Background: an optimization exercise with open tools, aiming at small area, a short achievable clock period and few clock cycles. Do not read the settings as production practice. In this exercise RTL edits were held to simulation tests only and were not proved equivalent to the original.

--- flow/config.mk ---
export PLATFORM = sky130hd
export DESIGN_NAME = jass_prng
export DESIGN_NICKNAME = jass_prng
export VERILOG_FILES = /design/flow/design.v
export SDC_FILE = /design/flow/constraint.sdc
export NUM_CORES = 4
export LEC_CHECK = 0
export CAP_MARGIN = 30
export CORE_MARGIN = 2
export CORE_UTILIZATION = 30
export SLEW_MARGIN = 40
export SYNTH_MEMORY_MAX_BITS = 16384
--- flow/constraint.sdc ---
create_clock -name core_clock -period 22.0 [get_ports {clk}]
set_input_delay 4.4000 -clock core_clock [delete_from_list [all_inputs] [get_ports {clk}]]
set_output_delay 4.4000 -clock core_clock [all_outputs]
set_load 0.01 [all_outputs]
--- flow/design.v ---
module jass_table (
    input  wire [7:0]  idx,
    output reg  [31:0] word
);
    always @(*) begin
        case (idx)
            8'd0: word = 32'hE124B63A;
            8'd1: word = 32'h8B9A74AB;
            8'd2: word = 32'h64E1B3AC;
            8'd3: word = 32'h00174626;
            8'd4: word = 32'hF2ADBBAF;
            8'd5: word = 32'hFED75123;
            8'd6: word = 32'h8A94501A;
            8'd7: word = 32'h12751A71;
            8'd8: word = 32'h96573F6C;
            8'd9: word = 32'h46EA7191;
            8'd10: word = 32'h13D2EA5D;
            8'd11: word = 32'h9DB4CF31;
            8'd12: word = 32'h8E0F4E18;
            8'd13: word = 32'h9E43C23E;
            8'd14: word = 32'h268A56BC;
            8'd15: word = 32'hE7E1F2D2;
            8'd16: word = 32'hEEC01FEF;
            8'd17: word = 32'h4A8CA751;
            8'd18: word = 32'h12BBE422;
            8'd19: word = 32'hA9CDF49D;
            8'd20: word = 32'hFC95B972;
            8'd21: word = 32'h3CC0494F;
            8'd22: word = 32'h88DFC4DB;
            8'd23: word = 32'h78D703D9;
            8'd24: word = 32'h8D219E6F;
            8'd25: word = 32'h63680239;
            8'd26: word = 32'h06CD666E;
            8'd27: word = 32'hEA1E9EAE;
            8'd28: word = 32'h00A30B2B;
            8'd29: word = 32'h590D22C8;
            8'd30: word = 32'h57DFD022;
            8'd31: word = 32'h16A31F2F;
            8'd32: word = 32'hDD9E740C;
            8'd33: word = 32'h70E04DE3;
            8'd34: word = 32'h52DE38ED;
            8'd35: word = 32'h2DB9938C;
            8'd36: word = 32'hE6CB9168;
            8'd37: word = 32'h083DB87B;
            8'd38: word = 32'h59627BA2;
            8'd39: word = 32'hD4D02589;
            8'd40: word = 32'hDC4CDA99;
            8'd41: word = 32'hA4E4FBD6;
            8'd42: word = 32'h485AE539;
            8'd43: word = 32'h8B4427A7;
            8'd44: word = 32'hF9A8CF9F;
            8'd45: word = 32'hEB30A9F2;
            8'd46: word = 32'h3FDC4855;
            8'd47: word = 32'h6C00D4FE;
            8'd48: word = 32'hA57AD991;
            8'd49: word = 32'h37585015;
            8'd50: word = 32'h960739B8;
            8'd51: word = 32'h57302520;
            8'd52: word = 32'h211591AA;
            8'd53: word = 32'hF7339F7A;
            8'd54: word = 32'h1F4F3F94;
            8'd55: word = 32'hEF05BA8A;
            8'd56: word = 32'h52CE02A0;
            8'd57: word = 32'hC1D3364D;
            8'd58: word = 32'h44427DC0;
            8'd59: word = 32'h74B57F9D;
            8'd60: word = 32'hB390F5FE;
            8'd61: word = 32'h08C30E49;
            8'd62: word = 32'h4849434C;
            8'd63: word = 32'h643E98DC;
            8'd64: word = 32'h538D2A8E;
            8'd65: word = 32'h2D4EADE0;
            8'd66: word = 32'hE6A8E2B9;
            8'd67: word = 32'hA5084706;
            8'd68: word = 32'h10F2EFB2;
            8'd69: word = 32'hED95AF30;
            8'd70: word = 32'h5603E229;
            8'd71: word = 32'h629C364A;
            8'd72: word = 32'h6EF58860;
            8'd73: word = 32'h20C5141C;
            8'd74: word = 32'hCA9C72DF;
            8'd75: word = 32'hDC31A73C;
            8'd76: word = 32'hF21C39B7;
            8'd77: word = 32'hD0768762;
            8'd78: word = 32'h13C222CF;
            8'd79: word = 32'hA4E6C942;
            8'd80: word = 32'hC4184305;
            8'd81: word = 32'h43682219;
            8'd82: word = 32'hA24F100C;
            8'd83: word = 32'h4998B54B;
            8'd84: word = 32'hB90EA0B3;
            8'd85: word = 32'hCE0631DF;
            8'd86: word = 32'h0F876DE1;
            8'd87: word = 32'hA55CA37C;
            8'd88: word = 32'h17544745;
            8'd89: word = 32'h6829BBFB;
            8'd90: word = 32'hB5887E50;
            8'd91: word = 32'hF2064D51;
            8'd92: word = 32'h4E226067;
            8'd93: word = 32'h47FEAF70;
            8'd94: word = 32'hD00C2978;
            8'd95: word = 32'hF1437EC9;
            8'd96: word = 32'h4DD82104;
            8'd97: word = 32'h76E83AF8;
            8'd98: word = 32'h47574643;
            8'd99: word = 32'h5C71400C;
            8'd100: word = 32'hFA6FBCB4;
            8'd101: word = 32'hB2DE7348;
            8'd102: word = 32'hEA5EEF73;
            8'd103: word = 32'hC1A201CB;
            8'd104: word = 32'hB2FF01C6;
            8'd105: word = 32'h0A3AFC05;
            8'd106: word = 32'hE2F4ADD8;
            8'd107: word = 32'h9EBD599F;
            8'd108: word = 32'h845AC858;
            8'd109: word = 32'h776578F0;
            8'd110: word = 32'hD7198D6D;
            8'd111: word = 32'h303F98D7;
            8'd112: word = 32'hA78631E5;
            8'd113: word = 32'h56EE8638;
            8'd114: word = 32'h431160AC;
            8'd115: word = 32'h8F9E32EE;
            8'd116: word = 32'h71B917EF;
            8'd117: word = 32'h3BDF17ED;
            8'd118: word = 32'hFD79B4FC;
            8'd119: word = 32'hB72C70EF;
            8'd120: word = 32'h1F000297;
            8'd121: word = 32'hF50F4AFE;
            8'd122: word = 32'h96401E16;
            8'd123: word = 32'h25D00E37;
            8'd124: word = 32'hA6C97BBC;
            8'd125: word = 32'hBE695303;
            8'd126: word = 32'h152659E7;
            8'd127: word = 32'h1D400BAA;
            8'd128: word = 32'h9A9DF3B0;
            8'd129: word = 32'hB997D965;
            8'd130: word = 32'h15D05F38;
            8'd131: word = 32'hD8DD5443;
            8'd132: word = 32'h38F4A049;
            8'd133: word = 32'h334710D7;
            8'd134: word = 32'hFAEE9759;
            8'd135: word = 32'h28B1C83B;
            8'd136: word = 32'h2762BCE0;
            8'd137: word = 32'h6F2E177F;
            8'd138: word = 32'h15F5927F;
            8'd139: word = 32'h50FE15E2;
            8'd140: word = 32'hDA0184A3;
            8'd141: word = 32'hB827ACC9;
            8'd142: word = 32'hFA6BE8D6;
            8'd143: word = 32'h695C06AE;
            8'd144: word = 32'hD8BFFF2A;
            8'd145: word = 32'hCC0F3C67;
            8'd146: word = 32'h5BFAFD66;
            8'd147: word = 32'h8E91D6ED;
            8'd148: word = 32'h3DC9B5AB;
            8'd149: word = 32'h64E6D2B5;
            8'd150: word = 32'h68B5904D;
            8'd151: word = 32'h8D37FF73;
            8'd152: word = 32'h29ED65FF;
            8'd153: word = 32'h2F0A2D96;
            8'd154: word = 32'h3DA3C18A;
            8'd155: word = 32'hF7C6CB23;
            8'd156: word = 32'hFAF53232;
            8'd157: word = 32'hCAD8D10B;
            8'd158: word = 32'hCFC2F797;
            8'd159: word = 32'hB73BBEEF;
            8'd160: word = 32'hDC21ED1C;
            8'd161: word = 32'hD1C1A67D;
            8'd162: word = 32'h44C0EBBA;
            8'd163: word = 32'h6F476B41;
            8'd164: word = 32'hC7CE4096;
            8'd165: word = 32'hF44C6878;
            8'd166: word = 32'h5129CFF9;
            8'd167: word = 32'h720DA9D2;
            8'd168: word = 32'h21C6C369;
            8'd169: word = 32'hCCD8683C;
            8'd170: word = 32'hFA2E92B3;
            8'd171: word = 32'h2764376F;
            8'd172: word = 32'h90B972CB;
            8'd173: word = 32'h62E9FADB;
            8'd174: word = 32'hEBE43442;
            8'd175: word = 32'hC0E41C74;
            8'd176: word = 32'h2E3D05E1;
            8'd177: word = 32'h5EAD3681;
            8'd178: word = 32'hF7D03D5F;
            8'd179: word = 32'hFF0F0922;
            8'd180: word = 32'hDB4380D7;
            8'd181: word = 32'hC07F9A1B;
            8'd182: word = 32'h54A09325;
            8'd183: word = 32'h9E4618A7;
            8'd184: word = 32'hF70817CE;
            8'd185: word = 32'h4BC40BF6;
            8'd186: word = 32'h9DEF7BCB;
            8'd187: word = 32'h20527280;
            8'd188: word = 32'hAE4AF5A1;
            8'd189: word = 32'hEF2B161E;
            8'd190: word = 32'h30FA8DAA;
            8'd191: word = 32'h48B05CAD;
            8'd192: word = 32'h279E7ADF;
            8'd193: word = 32'hF078391D;
            8'd194: word = 32'h1C27B4B0;
            8'd195: word = 32'hBC89FCE8;
            8'd196: word = 32'hE1831122;
            8'd197: word = 32'hF7450ED1;
            8'd198: word = 32'h857FB65E;
            8'd199: word = 32'h053DBF04;
            8'd200: word = 32'hE971AB2A;
            8'd201: word = 32'h5E842120;
            8'd202: word = 32'h8EA9C270;
            8'd203: word = 32'h6A14B963;
            8'd204: word = 32'h5A2C581F;
            8'd205: word = 32'hF4D5C188;
            8'd206: word = 32'hD07818BA;
            8'd207: word = 32'hBE8910AD;
            8'd208: word = 32'h0F032283;
            8'd209: word = 32'h013D926A;
            8'd210: word = 32'hDD61F192;
            8'd211: word = 32'h892BC75B;
            8'd212: word = 32'hC9DB28DB;
            8'd213: word = 32'h34C3C9DB;
            8'd214: word = 32'hF2E96BC7;
            8'd215: word = 32'h2DAD65EF;
            8'd216: word = 32'hA3086987;
            8'd217: word = 32'h69230DFB;
            8'd218: word = 32'h1B115F15;
            8'd219: word = 32'h2E8F0AEC;
            8'd220: word = 32'h358F4DA5;
            8'd221: word = 32'h5B4BF4B8;
            8'd222: word = 32'h9E402C96;
            8'd223: word = 32'hE1868E9F;
            8'd224: word = 32'h3AFBA015;
            8'd225: word = 32'h91DDCA49;
            8'd226: word = 32'h3A0B3E63;
            8'd227: word = 32'hE5296080;
            8'd228: word = 32'hEE19879C;
            8'd229: word = 32'h03A775C9;
            8'd230: word = 32'h4EDA4B86;
            8'd231: word = 32'hF2FB8233;
            8'd232: word = 32'hD509CECD;
            8'd233: word = 32'h76D30C05;
            8'd234: word = 32'hFD27522C;
            8'd235: word = 32'hFB39EA3D;
            8'd236: word = 32'h09BB0942;
            8'd237: word = 32'h7AFCDC6B;
            8'd238: word = 32'hCF4856B3;
            8'd239: word = 32'h7654DBFC;
            8'd240: word = 32'h484E8049;
            8'd241: word = 32'h90BA612A;
            8'd242: word = 32'h4F76A3C5;
            8'd243: word = 32'hFAC78602;
            8'd244: word = 32'h4AFFA321;
            8'd245: word = 32'h6DE051EC;
            8'd246: word = 32'h9C61A242;
            8'd247: word = 32'hAD1F7C96;
            8'd248: word = 32'h133E27D0;
            8'd249: word = 32'h2F4DCA72;
            8'd250: word = 32'h567BEF13;
            8'd251: word = 32'h58AAC13F;
            8'd252: word = 32'h11290E59;
            8'd253: word = 32'h2CA4F328;
            8'd254: word = 32'hEAF4E348;
            8'd255: word = 32'hA526D8C6;
            default: word = 32'h00000000;
        endcase
    end
endmodule
module jass_fadd (
    input  wire [31:0] a,
    input  wire [31:0] b,
    output reg  [31:0] y
);
    wire [7:0] ea = a[30:23];
    wire [7:0] eb = b[30:23];
    wire       a_ge = (ea >= eb);
    wire [7:0] d = a_ge ? (ea - eb) : (eb - ea);
    wire [26:0] da = {2'b00, 1'b1, a[22:0], 1'b0};
    wire [26:0] db = {2'b00, 1'b1, b[22:0], 1'b0};
    wire signed [26:0] sa = a[31] ? -$signed(da) : $signed(da);
    wire signed [26:0] sb = b[31] ? -$signed(db) : $signed(db);
    wire signed [26:0] sa_al = a_ge ? sa : (sa >>> d);
    wire signed [26:0] sb_al = a_ge ? (sb >>> d) : sb;
    wire [7:0] e = a_ge ? ea : eb;
    wire signed [26:0] s = sa_al + sb_al;
    wire        sign = s[26];
    wire [26:0] s_abs = sign ? (-s) : s;
    wire [25:0] m = s_abs[25:0];
    reg [4:0] p;
    integer i;
    always @(*) begin
        p = 5'd0;
        for (i = 0; i < 26; i = i + 1)
            if (m[i]) p = i[4:0];
    end
    wire [25:0] mn = m << (5'd25 - p);      
    wire [9:0]  en = {2'b00, e} + {5'b00000, p} - 10'd24;
    always @(*) begin
        if (ea == 8'd0)
            y = b;
        else if (eb == 8'd0)
            y = a;
        else if (d >= 8'd23)
            y = a_ge ? a : b;
        else if (s == 27'd0)
            y = 32'h00000000;
        else
            y = {sign, en[7:0], mn[24:2]};
    end
endmodule
module jass_fmul (
    input  wire [31:0] a,
    input  wire [31:0] b,
    output reg  [31:0] y
);
    wire [7:0]  ea = a[30:23];
    wire [7:0]  eb = b[30:23];
    wire        sign = a[31] ^ b[31];
    wire [47:0] prod = {1'b1, a[22:0]} * {1'b1, b[22:0]};
    wire [22:0] f = prod[47] ? prod[46:24] : prod[45:23];
    wire signed [9:0] en = $signed({2'b00, ea}) + $signed({2'b00, eb})
                           - 10'sd127 + (prod[47] ? 10'sd1 : 10'sd0);
    always @(*) begin
        if (ea == 8'd0 || eb == 8'd0)
            y = 32'h00000000;
        else if (en < 10'sd1)
            y = 32'h00000000;
        else
            y = {sign, en[7:0], f};
    end
endmodule
module jass_i2f (
    input  wire [31:0] n,
    output reg  [31:0] y
);
    wire [31:0] mag = n[31] ? (~n + 32'd1) : n;
    reg [4:0] p;
    integer i;
    always @(*) begin
        p = 5'd0;
        for (i = 0; i < 32; i = i + 1)
            if (mag[i]) p = i[4:0];
    end
    wire [31:0] mn = mag << (5'd31 - p);    
    wire [7:0]  ex = 8'd127 + {3'b000, p};
    always @(*) begin
        if (n == 32'd0)
            y = 32'h00000000;
        else
            y = {n[31], ex, mn[30:8]};
    end
endmodule
module jass_prng (
    input  wire        clk,
    input  wire        rst,
    input  wire        cmd_valid,
    output wire        cmd_ready,
    input  wire [7:0]  cmd_op,
    input  wire [31:0] cmd_a,
    input  wire [31:0] cmd_b,
    output wire        rsp_valid,
    input  wire        rsp_ready,
    output wire [31:0] rsp_data,
    output wire        rsp_err
);
    localparam [7:0] OP_SEED     = 8'h01;
    localparam [7:0] OP_NEXTINT  = 8'h02;
    localparam [7:0] OP_NEXTREAL = 8'h03;
    localparam [7:0] OP_STEP     = 8'h04;
    localparam [7:0] OP_FADD     = 8'h10;
    localparam [7:0] OP_FSUB     = 8'h11;
    localparam [7:0] OP_FMUL     = 8'h12;
    localparam [7:0] OP_I2F      = 8'h13;
    localparam [31:0] SIGN    = 32'h80000000;
    localparam [31:0] ONE     = 32'h3F800000;
    localparam [31:0] NEG_ONE = 32'hBF800000;
    localparam [31:0] EPS     = 32'h3456BF95;
    localparam [3:0] S_IDLE   = 4'd0;
    localparam [3:0] S_DECODE = 4'd1;
    localparam [3:0] S_DIV    = 4'd2;
    localparam [3:0] S_STEP   = 4'd3;
    localparam [3:0] S_IMUL   = 4'd4;
    localparam [3:0] S_RW     = 4'd5;
    localparam [3:0] S_RU     = 4'd6;
    localparam [3:0] S_RM     = 4'd7;
    localparam [3:0] S_RA     = 4'd8;
    localparam [3:0] S_RESP   = 4'd9;
    reg [31:0] seed_bits;
    reg [31:0] current;
    reg        busy;
    reg [7:0]  op_l;
    reg [31:0] a_l, b_l;
    reg        rsp_valid_r;
    reg [31:0] rsp_data_r;
    reg        rsp_err_r;
    reg [3:0]  state;
    reg [4:0]  cnt;
    reg [31:0] mix;
    reg [31:0] raw;
    reg [31:0] w_r, u_r, sc_r;
    reg [6:0]  r61, r59, r53, r47;
    reg [5:0]  q47;
    assign cmd_ready = ~busy & ~rst;
    assign rsp_valid = rsp_valid_r;
    assign rsp_data  = rsp_data_r;
    assign rsp_err   = rsp_err_r;
    wire accept = cmd_valid & cmd_ready;
    wire [7:0] b0 = seed_bits[7:0];
    wire [7:0] b1 = seed_bits[15:8];
    wire [7:0] b2 = seed_bits[23:16];
    wire [7:0] b3 = seed_bits[31:24];
    wire [7:0] i0 = (b3 >= 8'h04) ? (b3 - 8'h04) : (b3 - 8'h04 + 8'hB8);
    wire [7:0] i1 = (b2 >= 8'h0C) ? (b2 - 8'h0C) : (b2 - 8'h0C + 8'hC8);
    wire [7:0] i2 = (b1 >= 8'h18) ? (b1 - 8'h18) : (b1 - 8'h18 + 8'hD4);
    wire [7:0] i3 = (b0 >= 8'h1C) ? (b0 - 8'h1C) : (b0 - 8'h1C + 8'hD8);
    reg  [7:0]  tidx;
    wire [31:0] tword;
    reg  [31:0] tword_rot;
    always @(*) begin
        case (cnt[1:0])
            2'd0: begin tidx = i0; tword_rot = {tword[30:0], tword[31]};    end
            2'd1: begin tidx = i1; tword_rot = {tword[29:0], tword[31:30]}; end
            2'd2: begin tidx = i2; tword_rot = {tword[28:0], tword[31:29]}; end
            default: begin tidx = i3; tword_rot = tword; end
        endcase
    end
    jass_table u_table (.idx(tidx), .word(tword));
    wire [31:0] mix_full  = mix ^ tword_rot;
    wire [31:0] step_new  = current + mix_full;
    wire       sbit = a_l[cnt];
    wire [6:0] t61 = {r61[5:0], sbit};
    wire [6:0] t59 = {r59[5:0], sbit};
    wire [6:0] t53 = {r53[5:0], sbit};
    wire [6:0] t47 = {r47[5:0], sbit};
    wire       g61 = (t61 >= 7'd61);
    wire       g59 = (t59 >= 7'd59);
    wire       g53 = (t53 >= 7'd53);
    wire       g47 = (t47 >= 7'd47);
    wire [6:0] n61 = g61 ? t61 - 7'd61 : t61;
    wire [6:0] n59 = g59 ? t59 - 7'd59 : t59;
    wire [6:0] n53 = g53 ? t53 - 7'd53 : t53;
    wire [6:0] n47 = g47 ? t47 - 7'd47 : t47;
    wire [5:0] q_last = {q47[4:0], g47};              
    wire [5:0] f3 = q_last * 6'd17 + a_l[5:0];        
    wire [31:0] scrambled = {f3, 2'b00, n53[5:0], 2'b00, n59[5:0], 2'b00, n61[5:0], 2'b00};
    wire        a_lt_b = ($signed(a_l) < $signed(b_l));
    wire [31:0] lo = a_lt_b ? a_l : b_l;
    wire [31:0] hi = a_lt_b ? b_l : a_l;
    wire [32:0] range_p1 = {hi[31], hi} - {lo[31], lo} + 33'd1;    
    wire [64:0] iprod = raw * range_p1;
    wire [31:0] imap = lo + iprod[63:32];
    reg fle;
    always @(*) begin
        if (a_l[30:0] == 31'd0 && b_l[30:0] == 31'd0)
            fle = 1'b1;
        else if (!a_l[31] && !b_l[31])
            fle = (a_l <= b_l);
        else if (a_l[31] && b_l[31])
            fle = (a_l >= b_l);
        else
            fle = a_l[31];
    end
    reg  [31:0] add_x, add_y;
    wire [31:0] add_z;
    always @(*) begin
        case (state)
            S_RW:    begin
                         add_x = fle ? b_l : a_l;
                         add_y = fle ? (a_l ^ SIGN) : (b_l ^ SIGN);
                     end
            S_RU:    begin add_x = ONE | {9'd0, raw[22:0]}; add_y = NEG_ONE; end
            S_RA:    begin add_x = a_l; add_y = sc_r; end
            default: begin
                         add_x = a_l;
                         add_y = (op_l == OP_FADD) ? b_l : (b_l ^ SIGN);
                     end
        endcase
    end
    jass_fadd u_fadd (.a(add_x), .b(add_y), .y(add_z));
    wire [31:0] mul_x = (state == S_RM) ? w_r : a_l;
    wire [31:0] mul_y = (state == S_RM) ? u_r : b_l;
    wire [31:0] mul_z;
    jass_fmul u_fmul (.a(mul_x), .b(mul_y), .y(mul_z));
    wire [31:0] i2f_z;
    jass_i2f u_i2f (.n(a_l), .y(i2f_z));
    wire degenerate = ({1'b0, add_z[30:0]} < EPS);
    reg        fin;        
    reg [31:0] fin_data;
    reg        fin_err;
    always @(*) begin
        fin      = 1'b0;
        fin_data = 32'h00000000;
        fin_err  = 1'b0;
        case (state)
            S_DECODE: begin
                case (op_l)
                    OP_SEED, OP_STEP: ;
                    OP_NEXTINT:  begin fin = (a_l == b_l); fin_data = a_l; end
                    OP_NEXTREAL: begin fin = degenerate;   fin_data = a_l; end
                    OP_FADD, OP_FSUB: begin fin = 1'b1; fin_data = add_z; end
                    OP_FMUL:     begin fin = 1'b1; fin_data = mul_z; end
                    OP_I2F:      begin fin = 1'b1; fin_data = i2f_z; end
                    default:     begin fin = 1'b1; fin_data = 32'h00000001; fin_err = 1'b1; end
                endcase
            end
            S_STEP: begin
                if (cnt[1:0] == 2'd3) begin
                    if (op_l == OP_SEED) begin fin = 1'b1; fin_data = 32'h00000000; end
                    if (op_l == OP_STEP) begin fin = 1'b1; fin_data = step_new; end
                end
            end
            S_IMUL: begin fin = 1'b1; fin_data = imap; end
            S_RA:   begin fin = 1'b1; fin_data = add_z; end
            default: ;
        endcase
    end
    always @(posedge clk) begin
        if (rst) begin
            seed_bits   <= 32'd0;
            current     <= 32'd0;
            busy        <= 1'b0;
            op_l        <= 8'd0;
            a_l         <= 32'd0;
            b_l         <= 32'd0;
            rsp_valid_r <= 1'b0;
            rsp_data_r  <= 32'd0;
            rsp_err_r   <= 1'b0;
            state       <= S_IDLE;
        end else begin
            if (fin) begin
                rsp_valid_r <= 1'b1;
                rsp_data_r  <= fin_data;
                rsp_err_r   <= fin_err;
            end
            case (state)
                S_IDLE: begin
                    if (accept) begin
                        busy  <= 1'b1;
                        op_l  <= cmd_op;
                        a_l   <= cmd_a;
                        b_l   <= cmd_b;
                        state <= S_DECODE;
                    end
                end
                S_DECODE: begin
                    cnt <= 5'd0;
                    mix <= 32'd0;
                    case (op_l)
                        OP_SEED: begin
                            cnt   <= 5'd31;
                            r61   <= 7'd0;
                            r59   <= 7'd0;
                            r53   <= 7'd0;
                            r47   <= 7'd0;
                            q47   <= 6'd0;
                            state <= S_DIV;
                        end
                        OP_STEP:
                            state <= S_STEP;
                        OP_NEXTINT: begin
                            if (a_l == b_l)
                                state <= S_RESP;
                            else
                                state <= S_STEP;
                        end
                        OP_NEXTREAL: begin
                            if (degenerate)
                                state <= S_RESP;
                            else
                                state <= S_STEP;
                        end
                        OP_FADD, OP_FSUB: state <= S_RESP;
                        OP_FMUL:          state <= S_RESP;
                        OP_I2F:           state <= S_RESP;
                        default:          state <= S_RESP;
                    endcase
                end
                S_DIV: begin
                    r61 <= n61;
                    r59 <= n59;
                    r53 <= n53;
                    r47 <= n47;
                    q47 <= q_last;
                    cnt <= cnt - 5'd1;
                    if (cnt == 5'd0) begin
                        seed_bits <= scrambled;
                        current   <= a_l;
                        mix       <= 32'd0;
                        cnt       <= 5'd0;
                        state     <= S_STEP;
                    end
                end
                S_STEP: begin
                    mix <= mix_full;
                    cnt <= cnt + 5'd1;
                    if (cnt[1:0] == 2'd3) begin
                        seed_bits <= {i0, i1, i2, i3};
                        current   <= step_new;
                        raw       <= step_new;
                        case (op_l)
                            OP_SEED:     state <= S_RESP;
                            OP_STEP:     state <= S_RESP;
                            OP_NEXTINT:  state <= S_IMUL;
                            default:     state <= S_RW;
                        endcase
                    end
                end
                S_IMUL: state <= S_RESP;
                S_RW: begin
                    w_r   <= add_z;
                    state <= S_RU;
                end
                S_RU: begin
                    u_r   <= add_z;
                    state <= S_RM;
                end
                S_RM: begin
                    sc_r  <= mul_z;
                    state <= S_RA;
                end
                S_RA: state <= S_RESP;
                S_RESP: begin
                    if (rsp_ready) begin
                        rsp_valid_r <= 1'b0;
                        busy        <= 1'b0;
                        state       <= S_IDLE;
                    end
                end
                default: state <= S_IDLE;
            endcase
        end
    end
endmodule
--- flow/run.sh ---
#!/bin/bash
# synth_recipe.tcl (not shown) runs the flow's synth.tcl, then flattens the netlist and writes it again
# the make line also repeats each setting of config.mk as NAME=value (left out here)
make -C /OpenROAD-flow-scripts/flow DESIGN_CONFIG=/design/flow/config.mk WORK_HOME=/design/flow/orfs CLKGATE_MAP_FILE= SYNTH_SCRIPT=/design/flow/synth_recipe.tcl finish
==> results.cfg <==
[run_status]
status = finished clean

[routing]
top_layer = met5
routed_via_density = 5.59
drc_errors = 0
wl_met1_microns = 153000
dr.first_iter.drc_count = 10288
drt-wirelength-per-cell_microns = 24.7
totalWireLength_microns = 388000
vias = 87852
met3_length_microns = 39500
drt_pass1_iterations = 9
ant_nets = 0
wl_met2_microns = 168000

[die]
fp-row-count = 205
die_h_microns = 564
core-area_sq_mm = 0.312
pin_count = 111
initial_core_util_pct = 30.2
die_w_microns = 564
die_area_sq_mm = 0.318

[setup_path]
cp_max_fo = 32
critPathMaxStageDelay_ns = 0.56
crit_required_ns = 22.48
setup.worst_path.class = flip-flop to flip-flop
cp-end-kind = flip-flop
slowest_stage = fa_1
worst_r2r_path_depth = 103
cp.arrival_ns = 20.86
cpMostUsedCell = o21bai_1
startpoint_type = flip-flop

[placement]
gp_congestion = 1.02
dp_hpwl_microns = 293000
portBuffers = 110
placed_cell_area_sq_mm = 0.101
placed_cells = 15612

[clocking]
numCtsBuffers = 45
clkSlewWorstSetupHoldPaths_ns = 0.06
cts_setup_buffers = 0
root_buffer = clkbuf_16
ctsHtreeMaxLevel = 2
cts_max_path_buffers = 3
clock-sinks = 361
cts_tree = done
insertion_delay_ns = 0.62

[sta]
clock.fmax_ghz = 0.0491
rsz0062_at_grt = false
tightest_slew_ns = 1.38
holdWs_ns = 0.449
layout_min_cycle_time_ns = 20.39
fin_tns_setup_ns = 0
finalHoldViolations = 0
slew_viol_final = 0
slew_headroom_pct = 7.68
period_share_pct = 92.7
setup_viol = 0
clock_skew_ns = 0.0359

[final_layout]
stdcell_count = 15709
final_area_sq_mm = 0.102
layout.nets = 13681
area_growth_pct = 8.74
drive_gt1_share_pct = 6.53

[global_route]
grt_usage_pct = 24.1
grt_overflow = 0
grt_max_degree = 119
grt_antenna_before_repair = 15
grt_pass1_vias = 87007
grt_pass1_wl_microns = 578000

[logic_synthesis]
synth_top_area_share_pct = 30.1
synth-warning-count = 5
synthTopCellsByArea = fa_1, ha_1, nand2_1
synthArstFlopShare_pct = 0
syn_area_per_cell_sq_um = 7.96
syn_inst = 11814
synth_edf_count = 194
ys_types = 120
netlist_area_sq_mm = 0.0941
synth_flop_cell = edfxtp_1
yosysSeqAreaShare_pct = 9.75
synth_top_cell_by_area = fa_1
ys_ff_latch = 361

[job]
maxCapViolations = 0

[worst_hold_path]
hold_class = flip-flop to flip-flop
holdPathStages = 2
==> metrics by stage <==
step                      utilization [%]  worst slack, ns
after detailed placement             32.3            0.324
after floorplan                         -             3.77
after global routing                 32.8           0.0371
after global placement               32.2            0.529
after CTS                            32.7            0.243
final                                32.8             1.61
==> layout make-up <==
| class | instances | area, sq um |
|---|---|---|
| Clock inverter | 25 | 224 |
| Tap cell | 4140 | 5180 |
| Timing Repair Buffer | 473 | 3930 |
| Antenna cell | 7 | 17.5 |
| Sequential cell | 361 | 9170 |
| Clock buffer | 59 | 1230 |
| Multi-Input combinational cell | 8893 | 75900 |
| Fill cell | 33254 | 210000 |
| Inverter | 1751 | 6580 |
==> placed cells by master (no fill, tap or decap), types with 54 or more instances in the layout <==
cell type / n
a311oi_1: 67
nand3_1: 180
nor3_1: 219
a211oi_1: 110
a21oi_1: 583
dfxtp_1: 164
mux2i_1: 163
nor2_1: 804
and2_1: 326
a222oi_1: 82
xnor2_1: 216
buf_4: 340
o21ai_0: 468
fa_1: 1414
nand2_1: 2010
o21bai_1: 55
o21a_1: 54
a221oi_1: 60
inv_1: 1730
clkdlybuf4s50_1: 109
xor2_1: 101
edfxtp_1: 194
o211ai_1: 112
a31oi_1: 101
ha_1: 665
==> synthesized netlist by cell type (all sizes together), types with 37 or more instances <==
cell    instances
mux2           48
inv          1740
fa           1414
a222oi         82
and3           52
nor3          230
a21oi         600
nor4           41
nand2b         37
nand4          40
or3            42
nor2b          38
and2          330
nand3         181
nand2        2014
clkbuf        716
xnor2         249
xor2          104
buf           100
o31ai          48
o21ai         497
ha            666
o21bai         55
mux2i         175
a21o           54
o21a           55
edfxtp        194
dfxtp         167
o211ai        118
a311oi         67
a211oi        134
a31oi         105
a221oi         70
nor2          815
==> critical path: cells and delay by family (launching register included) <==
| family | cells | cell delay [ns] |
|---|---|---|
| fa+ha+maj | 12 | 5.46 |
| flops | 1 | 0.31 |
| compound gates | 56 | 10.06 |
| xor+xnor | 4 | 0.64 |
| buf+inv | 12 | 1.33 |
| simple gates | 19 | 2.44 |
==> what timing repair did <==
action / 4_1_cts / 5_1_grt
setup endpoints to repair: 0 / 12
resized for setup: 0 / 28
hold buffers: 0 / 0
==> path summary, 6_finish.rpt <==
kind,slack (ns),end,start
setup / recovery,1.61,rsp_data_r[30],b_l[14]
hold / removal,0.45,op_l[7],op_l[7]
hold reg to reg,0.45,op_l[7],op_l[7]
setup reg to reg,1.61,rsp_data_r[30],b_l[14]
==> state kept, by name (all words and copies together) (netlist names), 8 cells and up <==
signal / cells
rsp_data_r: 32
a_l: 32
b_l: 32
w_r: 32
mix: 32
raw: 32
seed_bits: 24
op_l: 8
sc_r: 32
u_r: 32
current: 32
==> routing by layer <==
metal | vias up | global-route usage, %
li1 | 38279 | -
met1 | 43617 | 31.0
met2 | 4865 | 37.0
met3 | 1083 | 5.42
met4 | 8 | 13.8
met5 | - | 0.179
==> cell families (layout without fill, tap and decap cells) <==
group | after synthesis | count (layout) | share of synthesized area, %
adder cells (fa/ha/maj) | 2080 | 2080 | 39.0
flip-flops | 361 | 361 | 9.75
multiplexers | 240 | 240 | 2.84
AND/OR/NAND/NOR | 3931 | 3931 | 18.4
other | 2 | 16 | 0.00798
buffers and inverters | 2567 | 2308 | 10.4
XOR/XNOR | 353 | 353 | 3.31
AO/OA/AOI/OAI | 2280 | 2280 | 16.3
Testbench counts, summed over its fixed seeds: cycles 45,353.

-- static timing again, ports no longer ideal --
How much do the figures lean on ideal ports? The routed layout below was timed once more, with nothing changed but the port constraints.
Step 1 (the two cells are an assumption about what drives the block):
set clk [get_ports {clk}]
set_driving_cell -lib_cell sky130_fd_sc_hd__clkbuf_16 $clk
set_driving_cell -lib_cell sky130_fd_sc_hd__buf_2 [delete_from_list [all_inputs] $clk]
Step 2 moves the port delays by t, midway between the first and last clock arrival at a register: inputs arrive t later, outputs are due t later. That takes back most of the time a late clock gives input paths.
a / b / c = ideal / step 1 / step 2; a / b = the first two.
shift t [ns]: 0.670
setup WS [ns]: 1.613 / 1.613 / 1.613
worst hold slack (ns): 0.449 / 0.449 / 0.449
latest minus earliest clock arrival (ns): 0.036 / 0.036
cell pins on the clock port's net: 1
After both steps this run still meets setup and hold. For this run, drivers alone change the setup slack by 0.000 ns; drivers and shift together by 0.000 ns.
